This is an optimization exercise on Yosys and OpenROAD, whose aim is small area, not a production implementation.
In this exercise RTL edits were held to simulation tests only and were not proved equivalent to the original.
In every run shown here, the design's own scripts or RTL, not TritonCTS, make the clock network.
The flow treats the clock pin as an ideal source. Dropping or thinning the clock tree relies on that and would not hold on a real chip.
Power is estimated from default activity; no workload was simulated.

==> flow/design.v <==
module kfcu (
    input  wire        clk,
    input  wire        rst,
    input  wire        cmd_valid,
    input  wire [3:0]  cmd_op,
    input  wire [15:0] cmd_arg,
    output wire        cmd_ready,
    output wire        rsp_valid,
    output wire [1:0]  rsp_err,
    output wire [15:0] rsp_data
);
    localparam [6:0] REC_LEN = 7'd103;
    localparam [6:0] CK_OFS  = 7'h25;
    localparam [2:0] K_STAT = 3'b000;    
    localparam [2:0] K_CK   = 3'b001;    
    localparam [2:0] K_ILL  = 3'b010;    
    localparam [2:0] K_ENC  = 3'b011;    
    localparam [2:0] K_RNG  = 3'b100;    
    localparam [2:0] K_OVR  = 3'b110;    
    localparam [2:0] K_DEC  = 3'b111;    
    reg [6:0] ak;        
    reg [6:0] pos;
    reg [7:0] stored;
    reg [8:0] cd;        
    reg [2:0] kind;
    reg       rvalid;
    wire svalid  = |pos;
    wire pos_end = (pos == REC_LEN);
    wire z_hi    = ~|cmd_arg[15:8];
    wire z_all   = z_hi & ~|cmd_arg[7:0];
    reg       ok;
    reg [2:0] kind_n;
    always @(*) begin
        case (cmd_op)
            4'h0, 4'h5,
            4'h8, 4'h9: ok = z_all;
            4'h1:       ok = ~|cmd_arg[15:9];
            4'h2:       ok = ~|cmd_arg[15:10] & ~cmd_arg[7];
            4'h3, 4'h4: ok = ~|cmd_arg[15:4];
            4'h6, 4'h7: ok = z_hi;
            default:    ok = 1'b0;
        endcase
        if (cmd_op[3] & (cmd_op[2] | cmd_op[1]))
            kind_n = K_ILL;
        else if (!ok)
            kind_n = K_RNG;
        else if (cmd_op == 4'h7 && pos_end)
            kind_n = K_OVR;
        else if (cmd_op == 4'h9)
            kind_n = K_STAT;
        else if (cmd_op[3] | cmd_op[2] & (cmd_op[1] | cmd_op[0]))
            kind_n = K_CK;
        else if (cmd_op[1])
            kind_n = K_DEC;
        else
            kind_n = K_ENC;
    end
    wire done   = ok & ~(cmd_op == 4'h7 && pos_end);
    wire do_clr = done & (cmd_op == 4'h5);
    wire do_add = done & ((cmd_op == 4'h6) | ((cmd_op == 4'h7) & svalid));
    wire do_inc = done & (cmd_op == 4'h7);
    wire       add_en = cmd_valid & do_add;
    wire       inc_en = cmd_valid & do_inc;
    wire       clr    = rst | (cmd_valid & do_clr);
    wire [6:0] addend = cmd_arg[6:0] & {7{add_en}};
    wire [7:0] ac;
    wire [6:0] ak_sum;
    wire [7:0] pc;
    wire [6:0] pos_inc;
    assign ac[0] = 1'b0;
    assign pc[0] = inc_en;
    genvar i;
    generate
        for (i = 0; i < 7; i = i + 1) begin : g_add
            assign ak_sum[i]  = ak[i] ^ addend[i] ^ ac[i];
            assign ac[i+1]    = (ak[i] & addend[i]) | (ak[i] & ac[i]) | (addend[i] & ac[i]);
            assign pos_inc[i] = pos[i] ^ pc[i];
            assign pc[i+1]    = pos[i] & pc[i];
        end
    endgenerate
    always @(posedge clk) begin
        if (clr) begin
            ak  <= CK_OFS;
            pos <= 7'd0;
        end else begin
            ak  <= ak_sum;
            pos <= pos_inc;
        end
        if (!svalid)
            stored <= cmd_arg[7:0];
        if (cmd_valid)
            cd <= {cmd_arg[8], cmd_arg[7] | cmd_arg[9], cmd_arg[6:0]};
        if (rst)
            kind <= K_STAT;
        else if (cmd_valid)
            kind <= kind_n;
        rvalid <= ~rst & cmd_valid;
    end
    wire sel_st  = (kind == K_STAT);
    wire sel_ck  = (kind == K_CK);
    wire sel_enc = (kind == K_ENC);
    wire sel_dec = (kind == K_DEC);
    wire sel_cd  = kind[1] & kind[0];
    wire st_sv   = sel_st & svalid;
    assign cmd_ready = 1'b1;
    assign rsp_valid = rvalid;
    assign rsp_err   = kind[2:1] & {2{~kind[0]}};
    assign rsp_data  = {{8{st_sv}} & stored, 8'h00}
                     | {6'd0, sel_enc & cd[8], sel_cd & cd[7], sel_dec & cd[8], 7'd0}
                     | {8'd0, st_sv, {7{sel_st}} & pos}
                     | {9'd0, {7{sel_ck}} & ak}
                     | {9'd0, {7{sel_cd}} & cd[6:0]};
endmodule
==> flow/flow/run.sh <==
#!/bin/bash
# Own layout flow: the standard ORFS flow (standard.sh) with
#  - an area-oriented ABC mapping script in synthesis (the rest of the
#    synthesis, and so the registers and their names, is unchanged),
#  - port buffers of the smallest buffer cell (buf_1),
#  - a clock tree of a few clock buffers fed from the clock port, built
#    after CTS in place of its H-tree (the design has 35 registers).
# Each tool run's output goes to its own log file in this folder.
set -euo pipefail
W=$(pwd)
rm -rf "$W/scripts_syn"
cp -r "$FLOW_HOME/scripts" "$W/scripts_syn"
cp "$W/flow/abc.script" "$W/scripts_syn/abc_speed.script"
cat > "$W/own_synth.tcl" <<EOT
set ::env(SCRIPTS_DIR) $W/scripts_syn
source $W/synth_recipe.tcl
EOT
sed "s#SYNTH_SCRIPT=[^ ]*#SYNTH_SCRIPT=$W/own_synth.tcl#" standard.sh > own.sh
grep -q own_synth.tcl own.sh
export BUFFER_PORTS_ARGS="-buffer_cell sky130_fd_sc_hd__buf_1"
export CTS_ARGS="-sink_clustering_enable -repair_clock_nets -dont_use_dummy_load"
export POST_CTS_TCL="$W/flow/clock_buffers.tcl"
export KF_CLKBUF_CELL=${KF_CLKBUF_CELL:-sky130_fd_sc_hd__clkbuf_4}
export KF_CLKBUF_COUNT=${KF_CLKBUF_COUNT:-4}
bash own.sh synth > synth.log 2>&1
bash own.sh floorplan > floorplan.log 2>&1
bash own.sh place > place.log 2>&1
bash own.sh cts > cts.log 2>&1
bash own.sh route > route.log 2>&1
bash own.sh finish > finish.log 2>&1
==> flow/flow/abc.script <==
strash
dch -f
map -a
&get -n
&st
&dch
&nf -R 1000
&put
topo
dnsize
==> flow/flow/clock_buffers.tcl <==
# Replace the clock tree that CTS built with k clock buffers driven straight
# from the clock port, each driving one band of the register clock pins.
proc kf_clock_buffers { cell k } {
  set block [ord::get_db_block]
  set clk [$block findNet clk]
  set sinks {}
  set tree_insts {}
  set tree_nets {}
  set todo [list $clk]
  while { [llength $todo] } {
    set net [lindex $todo 0]
    set todo [lrange $todo 1 end]
    foreach it [$net getITerms] {
      if { [$it isOutputSignal] } { continue }
      set inst [$it getInst]
      set m [[$inst getMaster] getName]
      if { [string match "sky130_fd_sc_hd__clkbuf_*" $m] || [string match "sky130_fd_sc_hd__clkinv*" $m] || [string match "sky130_fd_sc_hd__buf_*" $m] } {
        lappend tree_insts $inst
        foreach o [$inst getITerms] {
          if { [$o isOutputSignal] && [$o getNet] ne "NULL" } {
            lappend tree_nets [$o getNet]
            lappend todo [$o getNet]
          }
        }
      } else {
        lappend sinks $it
      }
    }
  }
  puts "kf_clock_buffers: [llength $sinks] sinks, removing [llength $tree_insts] tree cells"
  set pts {}
  foreach it $sinks {
    set loc [[$it getInst] getLocation]
    lappend pts [list $it [lindex $loc 0] [lindex $loc 1]]
    $it disconnect
  }
  foreach inst $tree_insts { odb::dbInst_destroy $inst }
  foreach net $tree_nets { odb::dbNet_destroy $net }
  # k groups: sort by y into bands, which suits a small square core
  set pts [lsort -integer -index 2 $pts]
  set n [llength $pts]
  set master [[ord::get_db] findMaster $cell]
  for { set g 0 } { $g < $k } { incr g } {
    set lo [expr {($g * $n) / $k}]
    set hi [expr {(($g + 1) * $n) / $k - 1}]
    set grp [lrange $pts $lo $hi]
    set buf [odb::dbInst_create $block $master clkroot_buf_$g]
    set net [odb::dbNet_create $block clkroot_net_$g]
    $net setSigType CLOCK
    [$buf findITerm A] connect $clk
    [$buf findITerm X] connect $net
    set sx 0; set sy 0
    foreach p $grp {
      [lindex $p 0] connect $net
      set sx [expr {$sx + [lindex $p 1]}]
      set sy [expr {$sy + [lindex $p 2]}]
    }
    set m [llength $grp]
    $buf setLocation [expr {$sx / $m}] [expr {$sy / $m}]
    $buf setPlacementStatus PLACED
  }
}

kf_clock_buffers $::env(KF_CLKBUF_CELL) $::env(KF_CLKBUF_COUNT)
detailed_placement
check_placement -verbose
estimate_parasitics -placement
report_clock_skew
report_check_types -max_slew -max_capacitance
==> flow/standard.sh <==
#!/bin/bash
# synth_recipe.tcl (not shown) runs the flow's synth.tcl, then flattens the netlist and writes it again
# the make line also repeats each setting of config.mk as NAME=value (left out here)
make -C /OpenROAD-flow-scripts/flow DESIGN_CONFIG=/design/flow/config.mk WORK_HOME=/design/flow/orfs CLKGATE_MAP_FILE= SYNTH_SCRIPT=/design/flow/synth_recipe.tcl "${@:-finish}"
==> flow/config.mk <==
export PLATFORM = sky130hd
export DESIGN_NAME = kfcu
export DESIGN_NICKNAME = kfcu
export VERILOG_FILES = /design/flow/design.v
export SDC_FILE = /design/flow/constraint.sdc
export NUM_CORES = 4
export LEC_CHECK = 0
export CAP_MARGIN = 20
export CORE_MARGIN = 2
export CORE_UTILIZATION = 40
export PLACE_DENSITY = 0.6
export SLEW_MARGIN = 20
==> flow/constraint.sdc <==
create_clock -name core_clock -period 6.0 [get_ports {clk}]
set_input_delay 1.2000 -clock core_clock [delete_from_list [all_inputs] [get_ports {clk}]]
set_output_delay 1.2000 -clock core_clock [all_outputs]
set_load 0.01 [all_outputs]
==> run notes, run 1 <==
First-pass DRT Iterations 4; most common cell after layout, fill and taps aside buf_1; total wire length after detailed routing around 4000 um; Setup crit start kind primary input; Fin Clk Skew about 0.0064 ns; classification of the worst-slack hold path reg2reg; overall routing resource usage a little under a fifth; Final Cycle Share 89.6%; post-synthesis cell area around 1700 sq um; GP Congestion ~0.95; remaining antenna violation count 0; terminating pin of the worst hold path kind[1]$_SDFFE_PP0P_; clock slew seen by the registers of the worst setup and hold paths ~0.09 ns; final-report hold violation count 0; Power Density between 150 and 200 nW/um^2; fill cell count around 420; antenna violations before repair 0; LEAKAGE 0.000736 uW; placement row count 23; routed length per placed instance between 15 and 20 um; setup violators final 0; die span in x about 69 um; setup repair after global routing missed its margin false; area inside the core boundary 4060 sq um; TNS Setup 0 ns; FF-to-FF Start pos[0]$_SDFF_PP0_; outcome complete, no violations; Tmin final about 5.4 ns; Worst Reg2Reg Path Length in Cells 16; routed via count 1,357; launch point of the worst hold path kind[1]$_SDFFE_PP0P_; Layout Utilization around half; starting density of the core approximately 42%; via count of the first global-routing pass roughly 1,400; commonest non-fill, non-tap cells in the layout buf_1, and2_0, nand2_1; share of layout cells above drive strength 1 between 3 and 4%; Nets 241; n_diodes 0; global-route wire length before repair roughly 6900 um; RR Endpoint ak[6]$_SDFF_PP0_; ranking of synthesized cells by area edfxtp_1, dfxtp_1, and2_0; R2R Setup Slk about 1.6 ns; total of warnings raised by yosys 1; slew at the pin closest to its max-slew limit about 1.1 ns; routed via count divided by cell count approximately 5.3; share of synthesized area occupied by flip-flops and latches about half; post-synthesis cell count around 160; distinct cell type count after synthesis 33; Max transition margin 25.0%; Area Overhead vs Synth 15.2%; pin count of the biggest net entering global routing 17; total area of sequential cells slightly below 900 sq um; floorplan die area between 4000 and 5000 sq um; sinks on the clock net 35; cell type with the largest total area after synthesis edfxtp_1; data arrival time of the critical path between 5 and 6 ns; number of violations of the max-capacitance limit 0; estimated wirelength of the detail-placed design ~3000 um; multi-input combinational cell area just over 800 sq um; total of flip-flops plus latches after synthesis 35; leftover overflow at the end of global routing 0; number of cells on the worst hold path 2; share of Yosys cell area claimed by the top area cell type between 20 and 30%; die height approximately 70 um; Peak Freq between 0.15 and 0.2 GHz; required time of the critical path 6.06 ns; Worst VDD drop between 0.06 and 0.07 mV; maximum fanout count along the critical path 8; critical setup path kind in2reg; synthesized netlist net count ~190; Buffers on Ports 41; max-slew violations 0; First DRT Iteration DRCs roughly 110; kind of capture point of the worst setup path register; Clk Latency, worst-skew pair roughly 0.16 ns; average instance area after synthesis 10.7 sq um; top-level I/O count 43; number of remaining DRC errors 0
## cell families (layout without fill, tap and decap cells)
logic type	count (synthesis)	in the layout	synth area share (%)
buffers and inverters	6	51	1.54
adders and majority gates	12	12	11.0
other	1	1	0.220
and+or+nand+nor	77	77	24.3
AOI/OAI and AO/OA	26	26	10.9
DFF	35	35	51.1
xor gates and xnor gates	2	2	1.03
## registers in the layout, summed over array words and instances (netlist names)
| name | cells |
|---|---|
| pos | 7 |
| cd | 9 |
| ak | 7 |
| rvalid | 1 |
| stored | 8 |
| kind | 3 |
## worst max-delay path: stages
cell and delay (ns):
buf_1 0.24, clkinv_1 0.17, o21a_1 0.19, o21ai_0 0.17, o31ai_1 0.10, a21oi_1 0.13, or4_1 0.14, a21oi_1 0.12
and4_1 0.27, and2_0 0.18, ha_1 0.19, fa_1 0.38, fa_1 0.39, fa_1 0.38, fa_1 0.38, fa_1 0.38
xor2_1 0.19, nand3_1 0.10, nand2_1 0.07, nor2_1 0.06
## Yosys cell counts
library cell / number
and2_0: 24
nand2_1: 19
dfxtp_1: 18
edfxtp_1: 17
nor2_1: 10
ha_1: 7
a21oi_1: 6
clkinv_1: 5
fa_1: 5
a22oi_1: 4
nor2b_1: 4
nor4_1: 4
a222oi_1: 3
nand2b_1: 3
nand3_1: 3
nor3b_1: 3
o21ai_0: 3
a31oi_1: 2
nor3_1: 2
o21a_1: 2
or4_1: 2
xor2_1: 2
a22o_1: 1
a2bb2o_1: 1
a311oi_1: 1
a31o_1: 1
and4_1: 1
buf_4: 1
conb_1: 1
nor4b_1: 1
o2111ai_1: 1
o31ai_1: 1
or2_0: 1
## per-layer routing
layer  routed length, um  GRT usage (%)  vias up
met5                   0              0        -
met1                1890           26.1      637
li1                    -              -      662
met2                1780           28.3       54
met4                  34           5.45        0
met3                 227           3.05        4
## power breakdown
part / switching (uW) / internal, uW / total [uW]
clock network: 57.8 / 31.9 / 89.7
logic: 18.9 / 8.35 / 27.3
registers: 3.49 / 259 / 263
## worst max-delay path by stage
stage                   start               end  cells after the start
global route        cmd_op[0]  ak[6]$_SDFF_PP0_                     20
global placement    cmd_op[0]  ak[6]$_SDFF_PP0_                     20
detailed placement  cmd_op[0]  ak[6]$_SDFF_PP0_                     20
finish              cmd_op[0]  ak[6]$_SDFF_PP0_                     20
floorplan           cmd_op[2]  ak[6]$_SDFF_PP0_                     19
## through the flow
| stage | instance area [sq um] | cells | power, uW | hold WS (ns) | setup WS, ns |
|---|---|---|---|---|---|
| 2_1_floorplan | 1710 | 159 | 278 | 0.476 | 1.11 |
| 3_3_place_gp | 1930 | 250 | 294 | 0.518 | 0.715 |
| 3_5_place_dp | 1930 | 250 | 295 | 0.517 | 0.487 |
| 5_1_grt | 1960 | 254 | 400 | 0.596 | 0.286 |
| 6_report | 1960 | 254 | 380 | 0.534 | 0.624 |
## layout make-up
class / count / share of cell area, %
buffer: 4 / 1.53
inverter: 5 / 0.955
multi-input combinational: 118 / 41.8
sequential: 35 / 44.3
tap: 50 / 3.18
timing repair buffer: 42 / 8.22
==> inputs of run 2 (changes only) <==
--- a/flow/design.v
+++ b/flow/design.v
@@ -9,7 +9,6 @@
     output wire [1:0]  rsp_err,
     output wire [15:0] rsp_data
 );
-    localparam [6:0] REC_LEN = 7'd103;
     localparam [6:0] CK_OFS  = 7'h25;
     localparam [2:0] K_STAT = 3'b000;    
     localparam [2:0] K_CK   = 3'b001;    
@@ -25,7 +24,7 @@
     reg [2:0] kind;
     reg       rvalid;
     wire svalid  = |pos;
-    wire pos_end = (pos == REC_LEN);
+    wire pos_end = pos[6] & pos[5] & pos[2] & pos[1] & pos[0];
     wire z_hi    = ~|cmd_arg[15:8];
     wire z_all   = z_hi & ~|cmd_arg[7:0];
     reg       ok;
--- a/flow/flow/run.sh
+++ b/flow/flow/run.sh
@@ -2,7 +2,8 @@
 # Own layout flow: the standard ORFS flow (standard.sh) with
 #  - an area-oriented ABC mapping script in synthesis (the rest of the
 #    synthesis, and so the registers and their names, is unchanged),
-#  - port buffers of the smallest buffer cell (buf_1),
+#  - port buffers, and the buffer synthesis puts on the constant output,
+#    of the smallest buffer cell (buf_1),
 #  - a clock tree of a few clock buffers fed from the clock port, built
 #    after CTS in place of its H-tree (the design has 35 registers).
 # Each tool run's output goes to its own log file in this folder.
@@ -13,6 +14,7 @@
 cp "$W/flow/abc.script" "$W/scripts_syn/abc_speed.script"
 cat > "$W/own_synth.tcl" <<EOT
 set ::env(SCRIPTS_DIR) $W/scripts_syn
+set ::env(MIN_BUF_CELL_AND_PORTS) "sky130_fd_sc_hd__buf_1 A X"
 source $W/synth_recipe.tcl
 EOT
 sed "s#SYNTH_SCRIPT=[^ ]*#SYNTH_SCRIPT=$W/own_synth.tcl#" standard.sh > own.sh
==> run 2 against run 1 <==
Flip-flop and latch count did not move. Register-to-register slack got worse by 0.02 ns. Fmax fell by 2.3%. Sequential power barely moved.
==> run notes, run 2 <==
most common cell after layout, fill and taps aside buf_1; First DRT Iteration DRCs 82 (-23%); clock slew seen by the registers of the worst setup and hold paths 0.10 ns (about the same); summed area of non-filler cells in the final layout 1950 sq um (-0.57%); ranking of synthesized cells by area edfxtp_1, dfxtp_1, and2_0; data arrival time of the critical path 5.56 ns (+0.13 ns); classification of the worst-slack hold path reg2reg; slack of the critical path 0.500 ns (-0.124 ns); kind of capture point of the worst setup path register; pin count of the biggest net entering global routing 16 (-1); Nets 242 (+0.41%); LEAKAGE 0.000748 uW (+1.7%); post-synthesis cell area 1680 sq um (-1.3%); critical setup path kind in2reg; fill cell count 409 (-1.7%); First-pass DRT Iterations 4 (unchanged); slew at the pin closest to its max-slew limit 1.02 ns (-0.101 ns); setup violators final 0 (unchanged); overall routing resource usage 17.7% (-0.49 points); share of synthesized flip-flops with an asynchronous set or reset 0% (unchanged); post-synthesis cell count 159 (unchanged); Fin Clk Skew 0.0137 ns (+0.00733 ns); max-slew violations 0 (unchanged); estimated wirelength of the detail-placed design 2940 um (-2.0%); share of synthesized area occupied by flip-flops and latches 51.7% (+0.68 points); outcome complete, no violations; via count of the first global-routing pass 1,264 (-10%); Max transition margin 31.3% (+6.3 points); starting density of the core 41.8% (-0.26 points); total of flip-flops plus latches after synthesis 35 (unchanged); terminating pin of the worst hold path kind[0]$_SDFFE_PP0P_; share of Yosys cell area claimed by the top area cell type 30.3% (+0.40 points); Worst VDD drop 0.0734 mV (+7.8%); Peak Freq 0.182 GHz (-2.3%); TNS Setup 0 ns (unchanged); kind of cell adding the most delay to the critical path adder cells; Worst Reg2Reg Path Length in Cells 16 (unchanged); commonest non-fill, non-tap cells in the layout buf_1, and2_0, nand2_1; number of cells on the worst hold path 2 (unchanged); routed via count 1,363 (+0.44%); Largest regs cd (9), stored (8); Post-Place Worst Slack 0.437 ns (-0.0504 ns); GP Congestion 1.01 (+6.3%); die height 68.9 um (-0.63%); share of power burned in the clock network 23.6% (about the same); n_diodes 0 (unchanged); R2R Setup Slk 1.57 ns (-0.02 ns); Tmin final 5.50 ns (+0.124 ns); sinks on the clock net 35 (unchanged); global-route wire length before repair 6020 um (-13%); routed via count divided by cell count 5.35 (about the same); maximum fanout count along the critical path 8 (unchanged); net switching share of the total power 21.1% (-0.047 points); cell type with the largest total area after synthesis edfxtp_1; cell with the biggest individual delay on the critical path fa_1; placement row count 23 (unchanged); Int Power 300 uW (+0.15%); Power Density 195 nW/um^2 (+0.67%); total wire length after detailed routing 3780 um (-3.8%); sequential cell fraction of total power 69.1% (about the same); required time of the critical path 6.06 ns (about the same); Final Cycle Share 91.7% (+2.1 points); RR Endpoint ak[6]$_SDFF_PP0_; register with the most flip-flops cd; area inside the core boundary 4030 sq um (-0.71%); sw power 80.1 uW (-0.13%); placement-stage cell area 1920 sq um (-0.58%); CP Buf/Inv Count 1 (-1); distinct cell type count after synthesis 30 (-9.1%); synthesized netlist net count 194 (unchanged); die span in x 68.9 um (-0.63%); Area Overhead vs Synth 16.1%; Clk Latency, worst-skew pair 0.16 ns (about the same); flip-flop count of the largest register after layout 9 (unchanged); Buffers on Ports 41 (unchanged); most instantiated library cell after synthesis and2_0; ordered list of cells on the worst path buf_1 -> nand2b_1 -> nor3b_1 -> a21oi_1 -> o22ai_1 -> a21oi_1 -> nor4_1 -> a41oi_1 -> nor2_1 -> and4_1 -> and2_0 -> ha_1 -> fa_1 -> fa_1 -> fa_1 -> fa_1 -> fa_1 -> xor2_1 -> nand3_1 -> nand2_1 -> nor2_1; FF-to-FF Start pos[0]$_SDFF_PP0_; routed length per placed instance 14.8 um (-4.2%); antenna violations before repair 0 (unchanged); crit-path max cell delay 0.40 ns (about the same); remaining antenna violation count 0 (unchanged); final-report hold violation count 0 (unchanged); number of flops mapped to enable cells by yosys 17 (unchanged); Setup crit start kind primary input; leftover overflow at the end of global routing 0 (unchanged); setup repair after global routing missed its margin false; total of warnings raised by yosys 1 (unchanged); top-level I/O count 43 (unchanged); floorplan die area 4740 sq um (-1.3%); worst hold-check slack 0.579 ns (+0.0451 ns); average instance area after synthesis 10.6 sq um (-1.3%); cell types with the highest counts after synthesis and2_0, nand2_1, dfxtp_1; number of remaining DRC errors 0 (unchanged); share of total power in combinational logic 7.3% (about the same); share of layout cells above drive strength 1 3.90% (+0.47 points); most common flop cell mapped by yosys dfxtp_1; cell mode on critical path fa_1; number of violations of the max-capacitance limit 0 (unchanged); launch point of the worst hold path kind[0]$_SDFFE_PP0P_
[run 2: changes by cell type after synthesis, moves of 2 or more]
cell and change:
nand2b_1 +2, o21a_1 -2, o22ai_1 +2, a21oi_1 +2, nor2_1 +2
[run 2: per-stage QoR]
stage / power (uW) / utilization (%) / instances
floorplan: 278 / - / 159
global placement: 295 / 47.6 / 251
detailed placement: 296 / 47.6 / 251
global route: 395 / 48.5 / 255
finish: 380 / 48.5 / 255
[run 2: cell families after synthesis]
kind of cell               count (synthesis)  share of synthesized area, %
adders and majority gates                 12                          11.2
DFF                                       35                          51.7
buffers and inverters                      6                          1.34
AOI/OAI and AO/OA                         25                          9.89
xor gates and xnor gates                   2                          1.04
other                                      1                         0.223
and+or+nand+nor                           78                          24.6
[run 2: layout make-up]
class	count	area, sq um	share of cell area [%]
sequential	35	871	44.6
multi-input combinational	118	802	41.1
timing repair buffer	43	169	8.65
tap	50	62.6	3.20
buffer	4	30.0	1.54
inverter	5	18.8	0.961
[run 2: power groups by stage]
stage          clock network [uW]  registers (uW)  logic [uW]
2_1_floorplan                   0             267        10.8
3_3_place_gp                    0             268        26.5
3_5_place_dp                    0             268        27.1
5_1_grt                       100             264        31.1
6_report                     89.7             263        27.8
[run 2: layer usage]
metal	GRT usage [%]	vias up	part of all wire [%]
met5	0	-	0
met4	7.11	0	1.7
met3	3.57	9	7.0
li1	-	662	-
met2	28.1	63	48
met1	23.6	629	43
[run 2: worst register-to-register path: cells and delay by family, from the launching register on]
family,cells,cell delay [ns]
xor+xnor,1,0.19
flops,1,0.37
fa+ha+maj,6,2.11
simple gates,8,1.41
buf+inv,1,0.23
[run 2: how the worst max path moves through the flow]
stage                     slack (ns)  cells after the start  startpoint                to
after global routing            0.29                     21   cmd_op[1]  ak[6]$_SDFF_PP0_
after global placement          0.71                     21   cmd_op[1]  ak[6]$_SDFF_PP0_
after detailed placement        0.44                     21   cmd_op[1]  ak[6]$_SDFF_PP0_
final                           0.50                     21   cmd_op[1]  ak[6]$_SDFF_PP0_
after floorplan                 1.10                     20   cmd_op[1]  ak[6]$_SDFF_PP0_
==> inputs of run 3 (changes only) <==
--- a/flow/flow/run.sh
+++ b/flow/flow/run.sh
@@ -23,7 +23,7 @@
 export CTS_ARGS="-sink_clustering_enable -repair_clock_nets -dont_use_dummy_load"
 export POST_CTS_TCL="$W/flow/clock_buffers.tcl"
 export KF_CLKBUF_CELL=${KF_CLKBUF_CELL:-sky130_fd_sc_hd__clkbuf_4}
-export KF_CLKBUF_COUNT=${KF_CLKBUF_COUNT:-4}
+export KF_CLKBUF_COUNT=${KF_CLKBUF_COUNT:-3}
 bash own.sh synth > synth.log 2>&1
 bash own.sh floorplan > floorplan.log 2>&1
 bash own.sh place > place.log 2>&1
==> run 3 against run 2 <==
Utilization is 0.19 points lower. Routed wire length increased by 0.34%. Fmax is 1.1% higher. Still clean. Hold slack better by 0.0080 ns. Flip-flop and latch count did not move. Global-route usage down 0.28 points. Register-to-register slack about the same. Sequential share of layout area increased by 0.17 points. Combinational power barely moved. Sequential power hardly changed. Clock skew hardly changed. Largest power group unchanged. Via count down 1.2%.
==> run notes, run 3 <==
outcome complete, no violations; die height 68.9 um (unchanged); floorplan die area 4740 sq um (unchanged); slew at the pin closest to its max-slew limit 0.995 ns (-0.0276 ns); Largest regs cd (9), stored (8); LEAKAGE 0.000744 uW (-0.61%); flip-flop count of the largest register after layout 9 (unchanged); Finished Layout Cells 254 (-0.39%); overall routing resource usage 17.4% (-0.28 points); Max transition margin 33.2% (+1.9 points); global-route met2 utilization 28.6% (+0.48 points); clock slew seen by the registers of the worst setup and hold paths 0.12 ns (+0.02 ns); worst hold-check slack 0.587 ns (+0.00805 ns); GP Congestion 1.01 (unchanged); share of layout cells above drive strength 1 3.43% (-0.47 points); sinks on the clock net 35 (unchanged); maximum fanout count along the critical path 8 (unchanged); Power Density 191 nW/um^2 (-1.7%); register with the most flip-flops cd; met1 usage 23.6% (unchanged); global-route wire length before repair 5980 um (-0.80%); Overall Power 372 uW (-2.1%); n_diodes 0 (unchanged); distinct cell type count after synthesis 30 (unchanged); most instantiated library cell after synthesis and2_0; Setup crit start kind primary input; First DRT Iteration DRCs 103 (+26%); routed via count 1,346 (-1.2%); Worst VDD drop 0.0717 mV (-2.3%); cell types with the highest counts after synthesis and2_0, nand2_1, dfxtp_1; routed via count divided by cell count 5.30 (-0.86%); Final Cycle Share 90.6% (-1.0 points); final-report hold violation count 0 (unchanged); average instance area after synthesis 10.6 sq um (unchanged); via count of the first global-routing pass 1,245 (-1.5%); classification of the worst-slack hold path reg2reg; routed length per placed instance 14.9 um (+0.74%); ranking of synthesized cells by area edfxtp_1, dfxtp_1, and2_0; most common cell after layout, fill and taps aside buf_1; synthesized netlist net count 194 (unchanged); post-synthesis cell count 159 (unchanged); CP Buf/Inv Count 1 (unchanged); gr busiest metal met2; estimated wirelength of the detail-placed design 2940 um (unchanged); number of cells after detailed placement 251 (unchanged); slack of the critical path 0.561 ns (+0.0613 ns); GRT met3 Usage 2.27% (-1.3 points); required time of the critical path 6.08 ns (+0.02 ns); total wire length after detailed routing 3790 um (+0.34%); share of synthesized flip-flops with an asynchronous set or reset 0% (unchanged); cell with the biggest individual delay on the critical path fa_1; number of gates on the worst path with buffers counted 21 (unchanged); area inside the core boundary 4030 sq um (unchanged); share of synthesized area occupied by flip-flops and latches 51.7% (unchanged); Nets 241 (-0.41%); Clk Latency, worst-skew pair 0.18 ns (+0.02 ns); critical setup path kind in2reg; Worst Reg2Reg Path Length in Cells 16 (unchanged); Tmin final 5.44 ns (-0.0613 ns); setup repair after global routing missed its margin false; number of remaining DRC errors 0 (unchanged); Buffers on Ports 41 (unchanged); cell type with the largest total area after synthesis edfxtp_1; total of flip-flops plus latches after synthesis 35 (unchanged); max-slew violations 0 (unchanged); share of Yosys cell area claimed by the top area cell type 30.3% (unchanged); First-pass DRT Iterations 5 (+1); TNS Setup 0 ns (unchanged); placement row count 23 (unchanged); kind of capture point of the worst setup path register; most common flop cell mapped by yosys dfxtp_1; number of flops mapped to enable cells by yosys 17 (unchanged); total of warnings raised by yosys 1 (unchanged); kind of cell adding the most delay to the critical path adder cells; die span in x 68.9 um (unchanged); Peak Freq 0.184 GHz (+1.1%); post-synthesis cell area 1680 sq um (unchanged); Post-Place Worst Slack 0.437 ns (unchanged); antenna violations before repair 0 (unchanged); crit-path max cell delay 0.40 ns (about the same); remaining antenna violation count 0 (unchanged); Fin Clk Skew 0.0136 ns (-0.000135 ns); number of cells on the worst hold path 2 (unchanged); cell mode on critical path fa_1; commonest non-fill, non-tap cells in the layout buf_1, and2_0, nand2_1; number of violations of the max-capacitance limit 0 (unchanged); pin count of the biggest net entering global routing 16 (unchanged); leftover overflow at the end of global routing 0 (unchanged); ordered list of cells on the worst path buf_1 -> nand2b_1 -> nor3b_1 -> a21oi_1 -> o22ai_1 -> a21oi_1 -> nor4_1 -> a41oi_1 -> nor2_1 -> and4_1 -> and2_0 -> ha_1 -> fa_1 -> fa_1 -> fa_1 -> fa_1 -> fa_1 -> xor2_1 -> nand3_1 -> nand2_1 -> nor2_1; top-level I/O count 43 (unchanged); data arrival time of the critical path 5.52 ns (-0.04 ns); Area Overhead vs Synth 15.6%; starting density of the core 41.8% (unchanged); setup violators final 0 (unchanged)
==> run 3: logic make-up (layout without fill, tap and decap cells) <==
kind of cell             count (synthesis)  in the layout  share of synthesized area [%]
buffers and inverters                    6             51                           1.34
adder cells (fa/ha/maj)                 12             12                           11.2
flip-flops                              35             35                           51.7
XOR/XNOR                                 2              2                           1.04
AO/OA/AOI/OAI                           25             25                           9.89
AND/OR/NAND/NOR                         78             78                           24.6
other                                    1              1                          0.223
==> run 3: area by class of cell <==
cell class,count,area (sq um)
Fill cell,408,2080
Sequential cell,35,871
Multi-Input combinational cell,118,802
Timing Repair Buffer,43,169
Tap cell,50,62.6
Buffer,3,22.5
Inverter,5,18.8
==> run 3: per-layer routing <==
metal  routed length [um]  up-vias
met5                    0        -
met1                 1610      623
li1                     -      658
met4                   65        0
met3                  278        8
met2                 1840       57
==> run 3: stage by stage <==
step	instance area (sq um)	util, %
6_report	1950	48.3
5_1_grt	1950	48.3
3_5_place_dp	1920	47.6
3_3_place_gp	1920	47.6
2_1_floorplan	1680	-
==> run 3: final timing paths <==
check	endpoint	start	slack (ns)
setup / recovery	ak[6]$_SDFF_PP0_	cmd_op[1]	0.56
hold / removal	kind[0]$_SDFFE_PP0P_	kind[0]$_SDFFE_PP0P_	0.59
setup reg to reg	ak[6]$_SDFF_PP0_	pos[0]$_SDFF_PP0_	1.57
hold reg to reg	kind[0]$_SDFFE_PP0P_	kind[0]$_SDFFE_PP0P_	0.59
==> run 3: tightest hold or removal path, stage by stage, from the launching register on <==
cell	delay (ns)
dfxtp_1	0.37
a21oi_1	0.14
nor2_1	0.04
==> run 3: power breakdown <==
part           leakage [uW]  switching, uW  internal [uW]
combinational      0.000411           18.8           8.89
sequential         0.000319           3.42            259
clock             0.0000138           57.6           24.1
==> inputs of run 4 (changes only) <==
--- a/flow/flow/run.sh
+++ b/flow/flow/run.sh
@@ -23,7 +23,7 @@
 export CTS_ARGS="-sink_clustering_enable -repair_clock_nets -dont_use_dummy_load"
 export POST_CTS_TCL="$W/flow/clock_buffers.tcl"
 export KF_CLKBUF_CELL=${KF_CLKBUF_CELL:-sky130_fd_sc_hd__clkbuf_4}
-export KF_CLKBUF_COUNT=${KF_CLKBUF_COUNT:-3}
+export KF_CLKBUF_COUNT=${KF_CLKBUF_COUNT:-4}
 bash own.sh synth > synth.log 2>&1
 bash own.sh floorplan > floorplan.log 2>&1
 bash own.sh place > place.log 2>&1
--- a/flow/config.mk
+++ b/flow/config.mk
@@ -8,5 +8,6 @@
 export CAP_MARGIN = 20
 export CORE_MARGIN = 2
 export CORE_UTILIZATION = 40
+export GPL_TIMING_DRIVEN = 0
 export PLACE_DENSITY = 0.6
 export SLEW_MARGIN = 20
==> run 4 against run 3 <==
Critical path depth unchanged. Critical path type unchanged. Sequential share of layout area about the same. Setup slack worse by 0.033 ns. Largest power group unchanged. Hold slack worse by 0.0074 ns. Design area about the same. Via count down 0.59%. Combinational power down 4%. First-iteration DRC count down 32%.
==> run notes, run 4 <==
maximum fanout count along the critical path 8 (unchanged); data arrival time of the critical path 5.54 ns (+0.02 ns); most common cell after layout, fill and taps aside buf_1; floorplan die area 4740 sq um (unchanged); clock slew seen by the registers of the worst setup and hold paths 0.11 ns (about the same); most instantiated library cell after synthesis and2_0; pin count of the biggest net entering global routing 16 (unchanged); total wire length after detailed routing 3730 um (-1.7%); Worst VDD drop 0.0625 mV (-13%); average instance area after synthesis 10.6 sq um (unchanged); n_diodes 0 (unchanged); First-pass DRT Iterations 4 (-1); Largest regs cd (9), stored (8); outcome complete, no violations; share of synthesized flip-flops with an asynchronous set or reset 0% (unchanged); commonest non-fill, non-tap cells in the layout buf_1, and2_0, nand2_1; area inside the core boundary 4030 sq um (unchanged); Power Density 196 nW/um^2 (+2.7%); Nets 242 (+0.41%); setup repair after global routing missed its margin false; Setup crit start kind primary input; post-synthesis cell area 1680 sq um (unchanged); launch point of the worst hold path ak[0]$_SDFF_PP1_; final-report hold violation count 0 (unchanged); setup violators final 0 (unchanged); slew at the pin closest to its max-slew limit 0.948 ns (-0.0470 ns); Peak Freq 0.183 GHz (-0.60%); global-route wire length before repair 5720 um (-4.3%); routed length per placed instance 14.6 um (-2.1%); share of synthesized area occupied by flip-flops and latches 51.7% (unchanged); placement row count 23 (unchanged); antenna violations before repair 0 (unchanged); GP Congestion 0.960 (-5.2%); sinks on the clock net 35 (unchanged); fill cell count 408 (unchanged); die span in x 68.9 um (unchanged); synthesized netlist net count 194 (unchanged); die height 68.9 um (unchanged); R2R Setup Slk 1.52 ns (-0.05 ns); remaining antenna violation count 0 (unchanged); number of flops mapped to enable cells by yosys 17 (unchanged); register with the most flip-flops cd; number of violations of the max-capacitance limit 0 (unchanged); estimated wirelength of the detail-placed design 2860 um (-2.6%); classification of the worst-slack hold path reg2reg; top-level I/O count 43 (unchanged); kind of capture point of the worst setup path register; routed via count divided by cell count 5.25 (-0.98%); terminating pin of the worst hold path ak[0]$_SDFF_PP1_; flip-flop count of the largest register after layout 9 (unchanged); cell type with the largest total area after synthesis edfxtp_1; post-synthesis cell count 159 (unchanged); Worst Reg2Reg Path Length in Cells 15 (-1); Clk Latency, worst-skew pair 0.16 ns (-0.02 ns); critical setup path kind in2reg; RR Endpoint ak[6]$_SDFF_PP0_; worst hold-check slack 0.580 ns (-0.00742 ns); cell types with the highest counts after synthesis and2_0, nand2_1, dfxtp_1; Buffers on Ports 41 (unchanged); max-slew violations 0 (unchanged); Max transition margin 36.7% (+3.5 points); routed via count 1,338 (-0.59%); Final Cycle Share 91.2% (+0.54 points); required time of the critical path 6.07 ns (about the same); total of warnings raised by yosys 1 (unchanged); starting density of the core 41.8% (unchanged); share of layout cells above drive strength 1 3.41% (-0.017 points); distinct cell type count after synthesis 30 (unchanged); number of remaining DRC errors 0 (unchanged); TNS Setup 0 ns (unchanged); overall routing resource usage 16.8% (-0.62 points); leftover overflow at the end of global routing 0 (unchanged); First DRT Iteration DRCs 70 (-32%); FF-to-FF Start pos[0]$_SDFF_PP0_; Area Overhead vs Synth 15.7% (about the same); most common flop cell mapped by yosys dfxtp_1; number of cells on the worst hold path 2 (unchanged); total of flip-flops plus latches after synthesis 35 (unchanged); LEAKAGE 0.000743 uW (-0.12%); via count of the first global-routing pass 1,210 (-2.8%); ranking of synthesized cells by area edfxtp_1, dfxtp_1, and2_0; Tmin final 5.47 ns (+0.0326 ns); share of Yosys cell area claimed by the top area cell type 30.3% (unchanged); Fin Clk Skew 0.0138 ns (+0.000152 ns)
[run 4: cell types whose count changed in the layout (fill, tap and decap cells not counted)]
cell / previous run / this run
buf_2: 0 / 1
clkbuf_4: 3 / 4
buf_1: 41 / 42
buf_4: 2 / 0
[run 4: final cells by class]
type	instances	area (sq um)	area share, %
plain buffers	5	33.8	1.74
inverters	5	18.8	0.964
multi-input cells	118	802	41.2
flip-flops and latches	35	871	44.7
well taps	50	62.6	3.21
repair buffers	42	159	8.16
[run 4: where the power goes]
group | total [uW] | switching (uW) | internal (uW)
registers | 263 | 3.27 | 259
clock network | 93.1 | 61.1 | 32.0
logic | 26.7 | 18.1 | 8.59
[run 4: cells by family after synthesis]
| group | share of synthesized area, % |
|---|---|
| DFF | 51.7 |
| AOI/OAI and AO/OA | 9.89 |
| other | 0.223 |
| adders and majority gates | 11.2 |
| xor gates and xnor gates | 1.04 |
| and+or+nand+nor | 24.6 |
| buffers and inverters | 1.34 |
[run 4: worst max-delay path: stages]
cell,delay (ns)
buf_1,0.23
nand2b_1,0.18
nor3b_1,0.08
a21oi_1,0.13
o22ai_1,0.08
a21oi_1,0.15
nor4_1,0.07
a41oi_1,0.24
nor2_1,0.14
and4_1,0.28
and2_0,0.19
ha_1,0.19
fa_1,0.40
fa_1,0.40
fa_1,0.39
fa_1,0.40
fa_1,0.39
xor2_1,0.19
nand3_1,0.10
nand2_1,0.07
nor2_1,0.05
[run 4: layer usage]
layer	up-vias	GRT usage, %	part of all wire (%)
li1	660	-	-
met5	-	0	0
met1	631	22.3	45
met3	4	3.08	6.7
met2	43	27.9	47
met4	0	5.15	1.2
[run 4: how the worst max path moves through the flow]
stage	from	end	slack [ns]	cells after the start
floorplan	cmd_op[1]	ak[6]$_SDFF_PP0_	1.10	20
detailed placement	cmd_op[1]	ak[6]$_SDFF_PP0_	0.39	21
global placement	cmd_op[1]	ak[6]$_SDFF_PP0_	0.48	21
finish	cmd_op[1]	ak[6]$_SDFF_PP0_	0.53	21
global route	cmd_op[1]	ak[6]$_SDFF_PP0_	0.23	21
[run 4: per-stage QoR]
| step | power [uW] | cells | instance area, sq um | util, % | worst slack, ns |
|---|---|---|---|---|---|
| after detailed placement | 295 | 251 | 1910 | 47.4 | 0.386 |
| final | 382 | 255 | 1950 | 48.3 | 0.529 |
| after global placement | 294 | 250 | 1900 | 47.1 | 0.482 |
| after floorplan | 278 | 159 | 1680 | - | 1.10 |
| after global routing | 398 | 255 | 1950 | 48.3 | 0.235 |
==> inputs of run 5 (changes only) <==
--- a/flow/config.mk
+++ b/flow/config.mk
@@ -5,9 +5,9 @@
 export SDC_FILE = /design/flow/constraint.sdc
 export NUM_CORES = 4
 export LEC_CHECK = 0
-export CAP_MARGIN = 20
+export CAP_MARGIN = 0
 export CORE_MARGIN = 2
 export CORE_UTILIZATION = 40
 export GPL_TIMING_DRIVEN = 0
 export PLACE_DENSITY = 0.6
-export SLEW_MARGIN = 20
+export SLEW_MARGIN = 0
==> run 5 against run 4 <==
Sequential share of layout area is 0.087 points higher. Area after synthesis stayed put. Synthesized cell count did not move. Via count shrank 0.67%. Hold slack better by 0.0040 ns. Critical endpoint unchanged.
==> run notes, run 5 <==
outcome complete, no violations; Largest regs cd (9), stored (8); FF-to-FF Start pos[0]$_SDFF_PP0_; share of Yosys cell area claimed by the top area cell type 30.3% (unchanged); number of remaining DRC errors 0 (unchanged); antenna violations before repair 0 (unchanged); placement row count 23 (unchanged); setup violators final 0 (unchanged); First-pass DRT Iterations 4 (unchanged); total wire length after detailed routing 3740 um (+0.30%); routed via count divided by cell count 5.21 (-0.67%); register with the most flip-flops cd; placement-stage cell area 1910 sq um (+0.13%); kind of capture point of the worst setup path register; share of synthesized flip-flops with an asynchronous set or reset 0% (unchanged); most instantiated library cell after synthesis and2_0; pin count of the biggest net entering global routing 16 (unchanged); average instance area after synthesis 10.6 sq um (unchanged); routed via count 1,329 (-0.67%); data arrival time of the critical path 5.59 ns (+0.05 ns); ordered list of cells on the worst path buf_1 -> nand2b_1 -> nor3b_1 -> a21oi_1 -> o22ai_1 -> a21oi_1 -> nor4_1 -> a41oi_1 -> nor2_1 -> and4_1 -> and2_0 -> ha_1 -> fa_1 -> fa_1 -> fa_1 -> fa_1 -> fa_1 -> xor2_1 -> nand3_1 -> nand2_1 -> nor2_1; terminating pin of the worst hold path kind[1]$_SDFFE_PP0P_; critical setup path kind in2reg; TNS Setup 0 ns (unchanged); RR Endpoint ak[6]$_SDFF_PP0_; global-route wire length before repair 5780 um (+1.1%); worst hold-check slack 0.584 ns (+0.00396 ns); share of synthesized area occupied by flip-flops and latches 51.7% (unchanged); Final Cycle Share 92.2% (+0.97 points); cell with the biggest individual delay on the critical path fa_1; GP Congestion 0.960 (unchanged); n_diodes 0 (unchanged); die height 68.9 um (unchanged); post-synthesis cell area 1680 sq um (unchanged); ranking of synthesized cells by area edfxtp_1, dfxtp_1, and2_0; Setup crit start kind primary input; remaining antenna violation count 0 (unchanged); R2R Setup Slk 1.60 ns (+0.08 ns); Worst VDD drop 0.0601 mV (-3.9%); summed area of non-filler cells in the final layout 1940 sq um (-0.19%); starting density of the core 41.8% (unchanged); sinks on the clock net 35 (unchanged); Power Density 197 nW/um^2 (+0.20%); Max transition margin 25.8% (-11 points); cell type with the largest total area after synthesis edfxtp_1; floorplan die area 4740 sq um (unchanged); share of layout cells above drive strength 1 2.93% (-0.49 points); cell mode on critical path fa_1; total of flip-flops plus latches after synthesis 35 (unchanged); number of violations of the max-capacitance limit 0 (unchanged); Buffers on Ports 41 (unchanged); distinct cell type count after synthesis 30 (unchanged); Clk Latency, worst-skew pair 0.17 ns (about the same); estimated wirelength of the detail-placed design 2860 um (-0.30%); LEAKAGE 0.000744 uW (+0.20%); Layout Utilization 48.2% (-0.093 points); die span in x 68.9 um (unchanged); Fin Clk Skew 0.0209 ns (+0.00717 ns); final-report hold violation count 0 (unchanged); Area Overhead vs Synth 15.5%; cell types with the highest counts after synthesis and2_0, nand2_1, dfxtp_1; leftover overflow at the end of global routing 0 (unchanged); setup repair after global routing missed its margin false; routed length per placed instance 14.7 um (+0.30%); total of warnings raised by yosys 1 (unchanged); slew at the pin closest to its max-slew limit 1.11 ns (+0.160 ns); most common cell after layout, fill and taps aside buf_1; Worst Reg2Reg Path Length in Cells 15 (unchanged); flip-flop count of the largest register after layout 9 (unchanged); launch point of the worst hold path kind[1]$_SDFFE_PP0P_; classification of the worst-slack hold path reg2reg; commonest non-fill, non-tap cells in the layout buf_1, and2_0, nand2_1; via count of the first global-routing pass 1,221 (+0.91%); overall routing resource usage 16.9% (+0.10 points); number of cells on the worst hold path 2 (unchanged); number of flops mapped to enable cells by yosys 17 (unchanged); maximum fanout count along the critical path 8 (unchanged); First DRT Iteration DRCs 91 (+30%); post-synthesis cell count 159 (unchanged); Nets 242 (unchanged); clock slew seen by the registers of the worst setup and hold paths 0.10 ns (about the same); area inside the core boundary 4030 sq um (unchanged); Tmin final 5.53 ns (+0.0583 ns); slack of the critical path 0.471 ns (-0.0583 ns); Post-Place Worst Slack 0.368 ns (-0.0182 ns); max-slew violations 0 (unchanged); Peak Freq 0.181 GHz (-1.1%); synthesized netlist net count 194 (unchanged); most common flop cell mapped by yosys dfxtp_1; crit-path max cell delay 0.40 ns (about the same); required time of the critical path 6.06 ns (about the same); top-level I/O count 43 (unchanged)
run 5: cell families (layout without fill, tap and decap cells):
group / Yosys count / after routing / share of synthesized area [%]
adder cells (fa/ha/maj): 12 / 12 / 11.2
XOR/XNOR: 2 / 2 / 1.04
flip-flops: 35 / 35 / 51.7
other: 1 / 1 / 0.223
AND/OR/NAND/NOR: 78 / 78 / 24.6
AO/OA/AOI/OAI: 25 / 25 / 9.89
buffers and inverters: 6 / 52 / 1.34
run 5: worst max-delay path: cells and delay by family:
family	cells	cell delay, ns
AOI/OAI and AO/OA	4	0.60
and+or+nand+nor	9	1.18
buffers and inverters	1	0.23
xor gates and xnor gates	1	0.20
adders and majority gates	6	2.18
run 5: worst max path at each step:
stage | to | depth (start not counted) | start
final | ak[6]$_SDFF_PP0_ | 21 | cmd_op[1]
after detailed placement | ak[6]$_SDFF_PP0_ | 21 | cmd_op[1]
after global routing | ak[6]$_SDFF_PP0_ | 21 | cmd_op[1]
after floorplan | ak[6]$_SDFF_PP0_ | 20 | cmd_op[1]
after global placement | ak[6]$_SDFF_PP0_ | 21 | cmd_op[1]
run 5: per-stage QoR:
step | instances | power [uW]
2_1_floorplan | 159 | 278
5_1_grt | 255 | 398
3_3_place_gp | 250 | 294
6_report | 255 | 383
3_5_place_dp | 251 | 295
run 5: power by group:
| group | internal [uW] | switching (uW) |
|---|---|---|
| Clock | 32.0 | 61.3 |
| Sequential | 259 | 3.36 |
| Combinational | 8.47 | 18.0 |
| Total | 300 | 82.6 |
run 5: cell type report:
cell class                 count  area, sq um
timing repair buffer          42          161
buffer                         5         33.8
sequential                    35          871
multi-input combinational    118          796
tap                           50         62.6
fill                         406         2090
inverter                       5         18.8
run 5: routing by layer:
| metal | track usage, % | wire, um | vias up | part of all wire, % |
|---|---|---|---|---|
| met4 | 5.15 | 0 | 0 | 0 |
| met5 | 0 | 0 | - | 0 |
| met1 | 22.6 | 1660 | 610 | 44 |
| met2 | 28.2 | 1750 | 53 | 47 |
| met3 | 2.60 | 334 | 0 | 8.9 |
| li1 | - | - | 666 | - |
==> inputs of run 6 (changes only) <==
--- a/flow/flow/run.sh
+++ b/flow/flow/run.sh
@@ -23,7 +23,7 @@
 export CTS_ARGS="-sink_clustering_enable -repair_clock_nets -dont_use_dummy_load"
 export POST_CTS_TCL="$W/flow/clock_buffers.tcl"
 export KF_CLKBUF_CELL=${KF_CLKBUF_CELL:-sky130_fd_sc_hd__clkbuf_4}
-export KF_CLKBUF_COUNT=${KF_CLKBUF_COUNT:-4}
+export KF_CLKBUF_COUNT=${KF_CLKBUF_COUNT:-3}
 bash own.sh synth > synth.log 2>&1
 bash own.sh floorplan > floorplan.log 2>&1
 bash own.sh place > place.log 2>&1
==> flow/config.mk (replaced) <==
export PLATFORM = sky130hd
export DESIGN_NAME = kfcu
export DESIGN_NICKNAME = kfcu
export VERILOG_FILES = /design/flow/design.v
export SDC_FILE = /design/flow/constraint.sdc
export NUM_CORES = 4
export LEC_CHECK = 0
export CAP_MARGIN = 20
export CORE_MARGIN = 2
export CORE_UTILIZATION = 70
export PLACE_DENSITY = 0.85
export SLEW_MARGIN = 20
==> run 6 against run 5 <==
Global-route usage is 15 points higher. Total power fell by 2.5%. Synthesized cell count did not move. Hold slack gained 0.017 ns. Flip-flop and latch count stayed put. Clock power decreased by 12%. Register-to-register slack lost 0.20 ns. Largest power group unchanged.
==> run notes, run 6 <==
most common cell after layout, fill and taps aside buf_1; share of synthesized area occupied by flip-flops and latches 51.7% (unchanged); Fin Clk Skew 0.00214 ns (-0.0188 ns); Area Overhead vs Synth 13.2%; outcome complete, no violations; classification of the worst-slack hold path reg2reg; remaining antenna violation count 0 (unchanged); TNS Setup 0 ns (unchanged); average instance area after synthesis 10.6 sq um (unchanged); FF-to-FF Start pos[0]$_SDFF_PP0_; most common flop cell mapped by yosys dfxtp_1; ranking of synthesized cells by area edfxtp_1, dfxtp_1, and2_0; critical setup path kind in2reg; top-level I/O count 43 (unchanged); routed via count divided by cell count 6.26 (+20%); share of Yosys cell area claimed by the top area cell type 30.3% (unchanged); kind of capture point of the worst setup path register; data arrival time of the critical path 5.63 ns (+0.04 ns); R2R Setup Slk 1.40 ns (-0.20 ns); routed via count 1,446 (+8.8%); Layout Utilization 85.3% (+37 points); First-pass DRT Iterations 5 (+1); commonest non-fill, non-tap cells in the layout buf_1, and2_0, nand2_1; Max transition margin 34.0% (+8.2 points); leftover overflow at the end of global routing 0 (unchanged); number of violations of the max-capacitance limit 0 (unchanged); setup violators final 0 (unchanged); pin count of the biggest net entering global routing 16 (unchanged); die span in x 53.0 um (-23%); Final Cycle Share 92.5% (+0.36 points); distinct cell type count after synthesis 30 (unchanged); slew at the pin closest to its max-slew limit 0.988 ns (-0.119 ns); First DRT Iteration DRCs 92 (+1.1%); placement row count 17 (-26%); global-route wire length before repair 6380 um (+10%); post-synthesis cell count 159 (unchanged); antenna violations before repair 0 (unchanged); final-report hold violation count 0 (unchanged); LEAKAGE 0.000737 uW (-0.93%); via count of the first global-routing pass 1,351 (+11%); most instantiated library cell after synthesis and2_0; clock slew seen by the registers of the worst setup and hold paths 0.12 ns (+0.02 ns); cell types with the highest counts after synthesis and2_0, nand2_1, dfxtp_1; starting density of the core 75.4% (+34 points); area inside the core boundary 2230 sq um (-45%); n_diodes 0 (unchanged); routed length per placed instance 17.2 um (+17%); overall routing resource usage 32.1% (+15 points); required time of the critical path 6.08 ns (+0.02 ns); number of flops mapped to enable cells by yosys 17 (unchanged); Tmin final 5.55 ns (+0.0216 ns); sinks on the clock net 35 (unchanged); share of synthesized flip-flops with an asynchronous set or reset 0% (unchanged); setup repair after global routing missed its margin false; maximum fanout count along the critical path 8 (unchanged); Largest regs cd (9), stored (8); GP Congestion 0.877 (-8.7%); share of layout cells above drive strength 1 2.46% (-0.46 points); Buffers on Ports 41 (unchanged); Nets 240 (-0.83%); total wire length after detailed routing 3970 um (+6.3%); Setup crit start kind primary input; cell type with the largest total area after synthesis edfxtp_1; Peak Freq 0.180 GHz (-0.39%); RR Endpoint ak[6]$_SDFF_PP0_; max-slew violations 0 (unchanged); total of warnings raised by yosys 1 (unchanged); critical path capture point ak[6]$_SDFF_PP0_; die height 53.0 um (-23%); estimated wirelength of the detail-placed design 2940 um (+2.9%); post-synthesis cell area 1680 sq um (unchanged); number of remaining DRC errors 0 (unchanged); source of the critical timing path cmd_op[1]; Worst Reg2Reg Path Length in Cells 16 (+1); total of flip-flops plus latches after synthesis 35 (unchanged); register with the most flip-flops cd; Worst VDD drop 0.156 mV (+160%); floorplan die area 2810 sq um (-41%); Clk Latency, worst-skew pair 0.17 ns (about the same); Power Density 196 nW/um^2 (-0.51%); flip-flop count of the largest register after layout 9 (unchanged); synthesized netlist net count 194 (unchanged)
==> run 6: cell counts after synthesis <==
No cell type changed its count.
==> run 6: how the worst min path moves through the flow <==
stage / end / slack, ns / cells after the start / from
3_5_place_dp: kind[1]$_SDFFE_PP0P_ / 0.57 / 2 / kind[1]$_SDFFE_PP0P_
3_3_place_gp: ak[0]$_SDFF_PP1_ / 0.55 / 2 / ak[0]$_SDFF_PP1_
6_report: ak[0]$_SDFF_PP1_ / 0.60 / 2 / ak[0]$_SDFF_PP1_
5_1_grt: ak[0]$_SDFF_PP1_ / 0.62 / 2 / ak[0]$_SDFF_PP1_
2_1_floorplan: kind[1]$_SDFFE_PP0P_ / 0.52 / 2 / kind[1]$_SDFFE_PP0P_
==> run 6: cell families (layout without fill, tap and decap cells) <==
group	Yosys count	count (layout)	share of synthesized area (%)
and+or+nand+nor	78	78	24.6
DFF	35	35	51.7
AOI/OAI and AO/OA	25	25	9.89
adders and majority gates	12	12	11.2
buffers and inverters	6	50	1.34
xor gates and xnor gates	2	2	1.04
other	1	1	0.223
==> run 6: final cells by class <==
| type | count | area, sq um |
|---|---|---|
| Sequential cell | 35 | 871 |
| Multi-Input combinational cell | 118 | 796 |
| Fill cell | 127 | 329 |
| Timing Repair Buffer | 42 | 161 |
| Tap cell | 28 | 35.0 |
| Buffer | 3 | 22.5 |
| Inverter | 5 | 18.8 |
==> run 6: routing by layer <==
metal	GRT usage (%)	up-vias	part of all wire (%)
met5	0	-	0
met4	10.3	0	3.5
met3	4.52	16	8.2
met2	55.6	82	50
met1	41.3	689	39
li1	-	659	-
==> run 6: worst max-delay path, cell delays in order <==
cell,delay [ns]
buf_1,0.22
nand2b_1,0.19
nor3b_1,0.10
a21oi_1,0.14
o22ai_1,0.08
a21oi_1,0.15
nor4_1,0.08
a41oi_1,0.23
nor2_1,0.14
and4_1,0.28
and2_0,0.20
ha_1,0.20
fa_1,0.40
fa_1,0.39
fa_1,0.39
fa_1,0.39
fa_1,0.40
xor2_1,0.21
nand3_1,0.10
nand2_1,0.08
nor2_1,0.06
==> run 6: per-stage QoR <==
stage                     total power, uW  setup slack, ns  std cells  hold WS (ns)  cell area (sq um)
after floorplan                       278             1.10        159         0.524               1680
after global placement                293            0.750        228         0.552               1880
after detailed placement              294            0.452        228         0.570               1880
after global routing                  387            0.193        231         0.617               1900
final                                 373            0.449        231         0.601               1900
==> run 6: where the power goes <==
group          switching [uW]  total [uW]  internal [uW]
clock network            58.3        82.4           24.1
registers                3.41         263            260
logic                    19.2        27.6           8.44
==> inputs of run 7 (changes only) <==
--- a/flow/flow/run.sh
+++ b/flow/flow/run.sh
@@ -23,7 +23,7 @@
 export CTS_ARGS="-sink_clustering_enable -repair_clock_nets -dont_use_dummy_load"
 export POST_CTS_TCL="$W/flow/clock_buffers.tcl"
 export KF_CLKBUF_CELL=${KF_CLKBUF_CELL:-sky130_fd_sc_hd__clkbuf_4}
-export KF_CLKBUF_COUNT=${KF_CLKBUF_COUNT:-3}
+export KF_CLKBUF_COUNT=${KF_CLKBUF_COUNT:-4}
 bash own.sh synth > synth.log 2>&1
 bash own.sh floorplan > floorplan.log 2>&1
 bash own.sh place > place.log 2>&1
==> run 7 against run 6 <==
First-iteration DRC count fell by 3.3%. Clock power rose by 11%. Design area rose by 0.39%. Largest cell class unchanged. Largest power group unchanged.
==> run notes, run 7 <==
placement-stage cell area 1880 sq um (unchanged); Final Cycle Share 92.9% (+0.43 points); die height 53.0 um (unchanged); cell mode on critical path fa_1; Buffers on Ports 41 (unchanged); Worst Reg2Reg Path Length in Cells 16 (unchanged); distinct cell type count after synthesis 30 (unchanged); crit-path max cell delay 0.40 ns (about the same); GP Congestion 0.877 (unchanged); FF-to-FF Start pos[0]$_SDFF_PP0_; R2R Setup Slk 1.43 ns (+0.03 ns); routed via count divided by cell count 6.36 (+1.6%); setup violators final 0 (unchanged); average instance area after synthesis 10.6 sq um (unchanged); remaining antenna violation count 0 (unchanged); Power Density 200 nW/um^2 (+2.1%); top-level I/O count 43 (unchanged); placement row count 17 (unchanged); Fin Clk Skew 0.0127 ns (+0.0106 ns); ranking of synthesized cells by area edfxtp_1, dfxtp_1, and2_0; summed area of non-filler cells in the final layout 1910 sq um (+0.39%); global-route wire length before repair 6530 um (+2.3%); met1 usage 42.2% (+0.94 points); register with the most flip-flops cd; ordered list of cells on the worst path buf_1 -> nand2b_1 -> nor3b_1 -> a21oi_1 -> o22ai_1 -> a21oi_1 -> nor4_1 -> a41oi_1 -> nor2_1 -> and4_1 -> and2_0 -> ha_1 -> fa_1 -> fa_1 -> fa_1 -> fa_1 -> fa_1 -> xor2_1 -> nand3_1 -> nand2_1 -> nor2_1; setup repair after global routing missed its margin false; synthesized netlist net count 194 (unchanged); data arrival time of the critical path 5.64 ns (about the same); most common cell after layout, fill and taps aside buf_1; slew at the pin closest to its max-slew limit 0.988 ns (-0.000282 ns); global-route met2 utilization 56.9% (+1.2 points); max-slew violations 0 (unchanged); commonest non-fill, non-tap cells in the layout buf_1, and2_0, nand2_1; leftover overflow at the end of global routing 0 (unchanged); required time of the critical path 6.06 ns (-0.02 ns); Worst VDD drop 0.219 mV (+40%); terminating pin of the worst hold path ak[0]$_SDFF_PP1_; post-synthesis cell count 159 (unchanged); floorplan die area 2810 sq um (unchanged); kind of capture point of the worst setup path register; Nets 241 (+0.42%); routed length per placed instance 18.0 um (+4.6%); cell with the biggest individual delay on the critical path fa_1; final-report hold violation count 0 (unchanged); GRT met3 Usage 6.78% (+2.3 points); sinks on the clock net 35 (unchanged); kind of cell adding the most delay to the critical path adder cells; routed via count 1,476 (+2.1%); most common flop cell mapped by yosys dfxtp_1; Finished Layout Cells 232 (+0.43%); First-pass DRT Iterations 7 (+2); TNS Setup 0 ns (unchanged); number of remaining DRC errors 0 (unchanged); flip-flop count of the largest register after layout 9 (unchanged); critical setup path kind in2reg; gr busiest metal met2; starting density of the core 75.4% (unchanged); LEAKAGE 0.000742 uW (+0.62%); maximum fanout count along the critical path 8 (unchanged); n_diodes 0 (unchanged); antenna violations before repair 0 (unchanged); fill cell count 125 (-1.6%); worst hold-check slack 0.590 ns (-0.0105 ns); clock slew seen by the registers of the worst setup and hold paths 0.10 ns (-0.02 ns); estimated wirelength of the detail-placed design 2940 um (unchanged); via count of the first global-routing pass 1,368 (+1.3%); most instantiated library cell after synthesis and2_0; Peak Freq 0.179 GHz (-0.46%); share of layout cells above drive strength 1 2.94% (+0.48 points); share of Yosys cell area claimed by the top area cell type 30.3% (unchanged); number of violations of the max-capacitance limit 0 (unchanged); Largest regs cd (9), stored (8); total of flip-flops plus latches after synthesis 35 (unchanged); area inside the core boundary 2230 sq um (unchanged); pin count of the biggest net entering global routing 16 (unchanged); share of synthesized area occupied by flip-flops and latches 51.7% (unchanged); classification of the worst-slack hold path reg2reg; outcome complete, no violations; number of flops mapped to enable cells by yosys 17 (unchanged); overall routing resource usage 33.5% (+1.5 points); RR Endpoint ak[6]$_SDFF_PP0_; source of the critical timing path cmd_op[1]; Max transition margin 34.0% (about the same); die span in x 53.0 um (unchanged); First DRT Iteration DRCs 89 (-3.3%); number of cells on the worst hold path 2 (unchanged); share of synthesized flip-flops with an asynchronous set or reset 0% (unchanged); Tmin final 5.58 ns (+0.0256 ns); total of warnings raised by yosys 1 (unchanged); number of cells after detailed placement 228 (unchanged); post-synthesis cell area 1680 sq um (unchanged); cell type with the largest total area after synthesis edfxtp_1; launch point of the worst hold path ak[0]$_SDFF_PP1_; total wire length after detailed routing 4180 um (+5.1%); Setup crit start kind primary input; CP Buf/Inv Count 1 (unchanged); Clk Latency, worst-skew pair 0.16 ns (about the same); cell types with the highest counts after synthesis and2_0, nand2_1, dfxtp_1; Area Overhead vs Synth 13.6%
==> run 7: cell counts after synthesis <==
Identical to the previous run, type by type.
==> run 7: power breakdown <==
group	switching [uW]	total [uW]	internal, uW
registers	3.37	263	259
clock network	59.6	91.5	31.9
logic	19.5	27.9	8.44
total	82.4	382	300
==> run 7: worst max path at each step <==
stage | end | slack, ns | cells after the start
floorplan | ak[6]$_SDFF_PP0_ | 1.10 | 20
global placement | ak[6]$_SDFF_PP0_ | 0.75 | 21
detailed placement | ak[6]$_SDFF_PP0_ | 0.45 | 21
global route | ak[6]$_SDFF_PP0_ | 0.20 | 21
finish | ak[6]$_SDFF_PP0_ | 0.42 | 21
==> run 7: worst min-delay path: cells and delay by family, from the launching register on <==
kind,cells,cell delay [ns]
adder cells (fa/ha/maj),1,0.13
flip-flops,1,0.35
AND/OR/NAND/NOR,1,0.09
==> run 7: layout make-up <==
type	count	area, sq um	area share (%)
flip-flops and latches	35	871	45.5
repair buffers	42	161	8.44
inverters	5	18.8	0.982
plain buffers	4	30.0	1.57
multi-input cells	118	796	41.6
well taps	28	35.0	1.83
==> run 7: cells by family after synthesis <==
group | synth area share (%)
and+or+nand+nor | 24.6
DFF | 51.7
AOI/OAI and AO/OA | 9.89
adders and majority gates | 11.2
buffers and inverters | 1.34
xor gates and xnor gates | 1.04
other | 0.223
==> run 7: routing by layer <==
layer | up-vias | part of all wire (%)
met5 | - | 0
met4 | 0 | 4.0
met3 | 20 | 9.5
met2 | 98 | 48
met1 | 698 | 38
li1 | 660 | -
==> run 7: stage by stage <==
stage	util [%]	power, uW	setup WS [ns]
after global placement	84.0	293	0.750
after detailed placement	84.0	294	0.452
after floorplan	-	278	1.10
after global routing	85.6	393	0.203
final	85.6	382	0.423

-- separate check: timing with driven ports --
In the flow no input, the clock included, has a driving cell. The finished layouts below were timed again as built, in two steps. Step 1 sets driving cells, clkbuf_16 on the clock port and buf_2 on the other inputs (assumed; they add their load-dependent delay and slew). Step 2 moves the port delays by t, midway between the first and last clock arrival at a register: inputs arrive t later, outputs are due t later. That takes back most of the time a late clock gives input paths. Slacks: no drivers / after step 1 / after step 2; pairs: no drivers / after step 1.
run	shift t [ns]	slack for setup (ns)	latest minus earliest clock arrival (ns)	worst slew at a driven data input, ns	pins driven straight from the clock port
run 1	0.193	0.624 / 0.639 / 0.446	0.007 / 0.007	0.03	4
run 2	0.190	0.500 / 0.516 / 0.326	0.014 / 0.014	0.03	4
run 3	0.207	0.561 / 0.576 / 0.369	0.013 / 0.014	0.04	3
run 4	0.196	0.529 / 0.545 / 0.349	0.014 / 0.014	0.03	4
run 5	0.196	0.471 / 0.484 / 0.289	0.021 / 0.021	0.03	4
run 6	0.204	0.449 / 0.459 / 0.255	0.002 / 0.003	0.04	3
run 7	0.193	0.423 / 0.442 / 0.249	0.013 / 0.013	0.07	4
After both steps every run listed still meets setup and hold. The setup slack of run 6, which loses most, moves by +0.010 ns with the drivers and by -0.194 ns with both steps.
